Source: an optimization exercise on an open RTL-to-GDS flow (aim: small area). Production flows keep margins and buffers that such runs may drop. In this exercise RTL edits were held to simulation tests only and were not proved equivalent to the original. No activity file was given, so power comes from the tool's default toggle rates.

Design cwe_engine, start of the top module:
module cwe_engine (
    input  wire        clk,
    input  wire        rst,             
    input  wire        req_valid,
    output wire        req_ready,
    input  wire [3:0]  req_op,
    input  wire        req_dir,         
    input  wire [31:0] req_a0,
    input  wire [31:0] req_a1,
    output wire        res_valid,
    output wire [3:0]  res_status,
    output wire [31:0] res_value,
    output wire [31:0] res_x1,
    output wire        res_len8,
    output wire [7:0]  res_terr,
    output wire        t_req_valid,
    output wire [1:0]  t_req_kind,      
    output wire [31:0] t_req_word,      
    output wire [15:0] t_req_len,       
    input  wire        t_ack,
    input  wire        t_err,
    input  wire [7:0]  t_errcode,
    input  wire [31:0] t_rdata,
    output wire        p_resume_req,    
    input  wire        p_done,
    input  wire        p_ok,
    output wire        p_release,       
    input  wire        completion,
    input  wire        cmode,           
    input  wire        tick,
    input  wire [31:0] now,
    output reg  [31:0] last_resp,
    output reg  [31:0] last_ts,
    output reg         last_valid
);
    localparam [15:0] OPC_WDB = 16'h0A01;
    reg s_idle;      
    reg s_resume;    
    reg s_enc;       
    reg s_loadw;     
    reg s_sendx;     
    reg s_wait;      
    reg s_exd;       
    reg s_send2;     
    reg s_send3;     
    reg s_dlyr;      
    reg s_dlyc;      
    reg s_wbend;     
    reg s_msh;       
    reg s_fin;       
    reg [3:0]  op;       
    reg        lane;
    reg        cseen;
    reg [1:0]  ackcnt;
    reg [31:0] r0, r1;
    reg [31:0] w;
    reg        f;
    reg [21:0] m;
    reg        mz, mc;   
    reg [12:0] t;
    wire s_call = s_sendx | s_send2 | s_send3;
    wire        c_valid, c_f;
    wire [31:0] c_w, c_x0, c_dec;
    cwe_codec u_codec (
  ...
Size: about 830 cells after synthesis, ~220 flip-flops.
export LEC_CHECK = 0
export CAP_MARGIN = 20
export CORE_MARGIN = 2
export CORE_UTILIZATION = 62
export CTS_BUF_LIST = sky130_fd_sc_hd__clkbuf_16
export CTS_CLUSTER_DIAMETER = 60
export CTS_CLUSTER_SIZE = 30
export SLEW_MARGIN = 20
create_clock -name core_clock -period 10.0 [get_ports {clk}]
standard.sh (not shown) runs the stock make flow with config.mk's settings and CLKGATE_MAP_FILE= SYNTH_SCRIPT=/design/flow/synth_recipe.tcl, a recipe that flattens the netlist after the stock synthesis.
==> flow/flow/run.sh <==
#!/bin/bash
# Layout flow: the standard ORFS flow (standard.sh), with the port
# buffers that global placement inserts on every input and output made of
# the platform's smallest buffer (buf_1) instead of the resizer's default
# choice. Everything else is the standard flow, unchanged.
set -euo pipefail
export BUFFER_PORTS_ARGS="-buffer_cell sky130_fd_sc_hd__buf_1"
bash standard.sh > flow_make.log 2>&1
==> next run, changes <==
--- a/flow/design.v
+++ b/flow/design.v
@@ -110,16 +110,17 @@
     reg s_dlyc;      
     reg s_wbend;     
     reg s_msh;       
     reg s_fin;       
     reg [3:0]  op;       
     reg        lane;
     reg        cseen;
     reg [1:0]  ackcnt;
+    reg [3:0]  status;
     reg [31:0] r0, r1;
     reg [31:0] w;
     reg        f;
     reg [21:0] m;
     reg        mz, mc;   
     reg [12:0] t;
     wire s_call = s_sendx | s_send2 | s_send3;
     wire        c_valid, c_f;
@@ -138,27 +139,27 @@
     wire t2    = t[1];
     wire done_wait = !cmode || cseen || completion;
     wire op_ex  = !op[2] && (op[1:0] == 2'd0);
     wire op_wb  = !op[2] && (op[1:0] == 2'd3);
     wire op_reg = !op[2] && (op[1] ^ op[0]);
     wire op_dec = op[2] && op[0];
     assign req_ready    = s_idle;
     assign res_valid    = s_fin;
-    assign res_status   = t[11:8];
+    assign res_status   = status;
     assign res_value    = r0;
     assign res_x1       = f ? w : 32'd0;
     assign res_len8     = f;
-    assign res_terr     = t[7:0];
+    assign res_terr     = r0[7:0];
     assign t_req_valid  = s_call;
     assign t_req_kind   = {s_send2 | s_send3, s_send3 | (s_sendx & op_wb)};
     assign t_req_word   = r0;
     assign t_req_len    = s_send3 ? 16'd4 : {5'd0, !partial, partial ? r1[9:0] : 10'd0};
     assign p_resume_req = s_resume;
-    assign p_release    = s_fin && op[3] && !op[2] && (t[11:8] != 4'd5);
+    assign p_release    = s_fin && op[3] && !op[2] && (status != 4'd5);
     wire req_unsup = req_op[2] && (req_op[3] || !req_op[1]);
     wire acc       = s_idle && req_valid;
     wire acc_body  = acc && !req_op[3] && !req_unsup;    
     wire pok       = s_resume && p_done && p_ok;
     wire ack       = t_ack && !t_err;
     wire ev_pfail  = s_resume && p_done && !p_ok;
     wire ev_inv    = s_enc && !c_valid;
     wire ev_terr   = s_call && t_ack && t_err;
@@ -176,40 +177,43 @@
                  ev_ackto || s_wbend;
     wire ld_a0  = s_idle;
     wire ld_rd  = s_call && t_ack;
     wire ld_cw  = s_loadw;
     wire ld_m   = (s_exd && op_wb) || s_wbend;       
     wire ld_lo  = s_wbend || (s_dlyc && partial);   
     wire ld_cmd = s_dlyc;                           
     wire [31:0] c_word = op_dec ? c_dec : (op[2] || !lane) ? c_x0 : w;
-    wire [31:0] rd     = t_rdata;
+    wire [31:0] rd     = {t_rdata[31:8], t_err ? t_errcode : t_rdata[7:0]};
     wire [31:0] r0_d =
           ({32{ld_a0}} & req_a0)
         | ({32{ld_rd}} & rd)
         | ({32{ld_cw}} & c_word)
         | ({32{ld_m}}  & {m, 10'd0})
         | ({32{ld_lo}} & {22'd0, r1[9:0]})
         | ({32{ld_cmd}} & {OPC_WDB, 5'd0, !partial, 10'd0})
         | ({{16{!r0_en_hi}}, {16{!r0_en_lo}}} & r0);
     wire r0_en_lo = ld_a0 || ld_rd || ld_cw || ld_m || s_dlyc;
     wire r0_en_hi = r0_en_lo || (s_exd && op_reg);
-    wire [3:0] st_d = {acc && req_unsup,
+    wire st_en = s_idle || ev_pfail || ev_inv || ev_terr || ev_tout || ev_proto || ev_ackto;
+    wire [3:0] st_d = {s_idle && req_unsup,
                        ev_pfail || ev_terr || ev_ackto,
                        ev_terr || ev_tout || ev_proto,
                        ev_pfail || ev_inv || ev_terr || ev_proto};
     always @(posedge clk) begin
         if (s_idle) begin
             r1 <= req_a1;
             op <= {req_op[3:2], (req_op == 4'h6) ? req_dir : req_op[1], req_op[0]};
         end
-        if ((s_wait || s_dlyr || s_dlyc || s_msh) && !n_fin)
+        if (st_en)
+            status <= st_d;
+        if (s_wait || s_dlyr || s_dlyc || s_msh)
             t <= t + {12'd0, tick || s_msh};
         else
-            t <= {1'b0, st_d, t_errcode & {8{ev_terr}}};
+            t <= 13'd0;
         cseen <= (s_sendx && (cseen || completion)) || (s_wait && cseen);
         if (s_msh && !t22) begin
             m  <= {(m[0] ^ mc) & !mz, m[21:1]};
             mc <= m[0] & mc;
         end
         if (b_wb || chunk_ok) begin
             mz <= b_wb;
             mc <= 1'b1;
The new run completed without violations. Worst setup slack improves by 0.18 ns. Final area climbs by about 1.2%. Total power climbs by 3.9%. Final cell count climbs by 1.2%. Register-to-register slack improves by 0.41 ns. Flip-flop and latch count climbs by 4. Wire length climbs by about 3.8%. Sequential power barely changes.

-- separate check: timing with driven ports --
The results above use ideal ports. As a check the final layouts listed here were re-extracted and re-timed, cells and wires unchanged.
Step 1 assumes that a clkbuf_16 drives the clock port and a buf_2 every other input.
Step 2 adds t to the input delays and takes it off the output delays; t is the mean of the earliest and latest rising clock arrival at the registers after step 1. Input paths then give back, and output paths get back, about the clock's delay inside the block.
Slacks: ideal ports / drivers / drivers and shift; pairs: ideal ports / drivers.
| run | t, ns | setup slack, ns | worst register clock-pin slew, ns |
|---|---|---|---|
| the first run | 0.520 | 5.158 / 5.114 / 5.633 | 0.10 / 0.10 |
| the second run | 0.522 | 5.334 / 5.292 / 5.591 | 0.10 / 0.10 |
After both steps setup and hold are still met in every run listed.
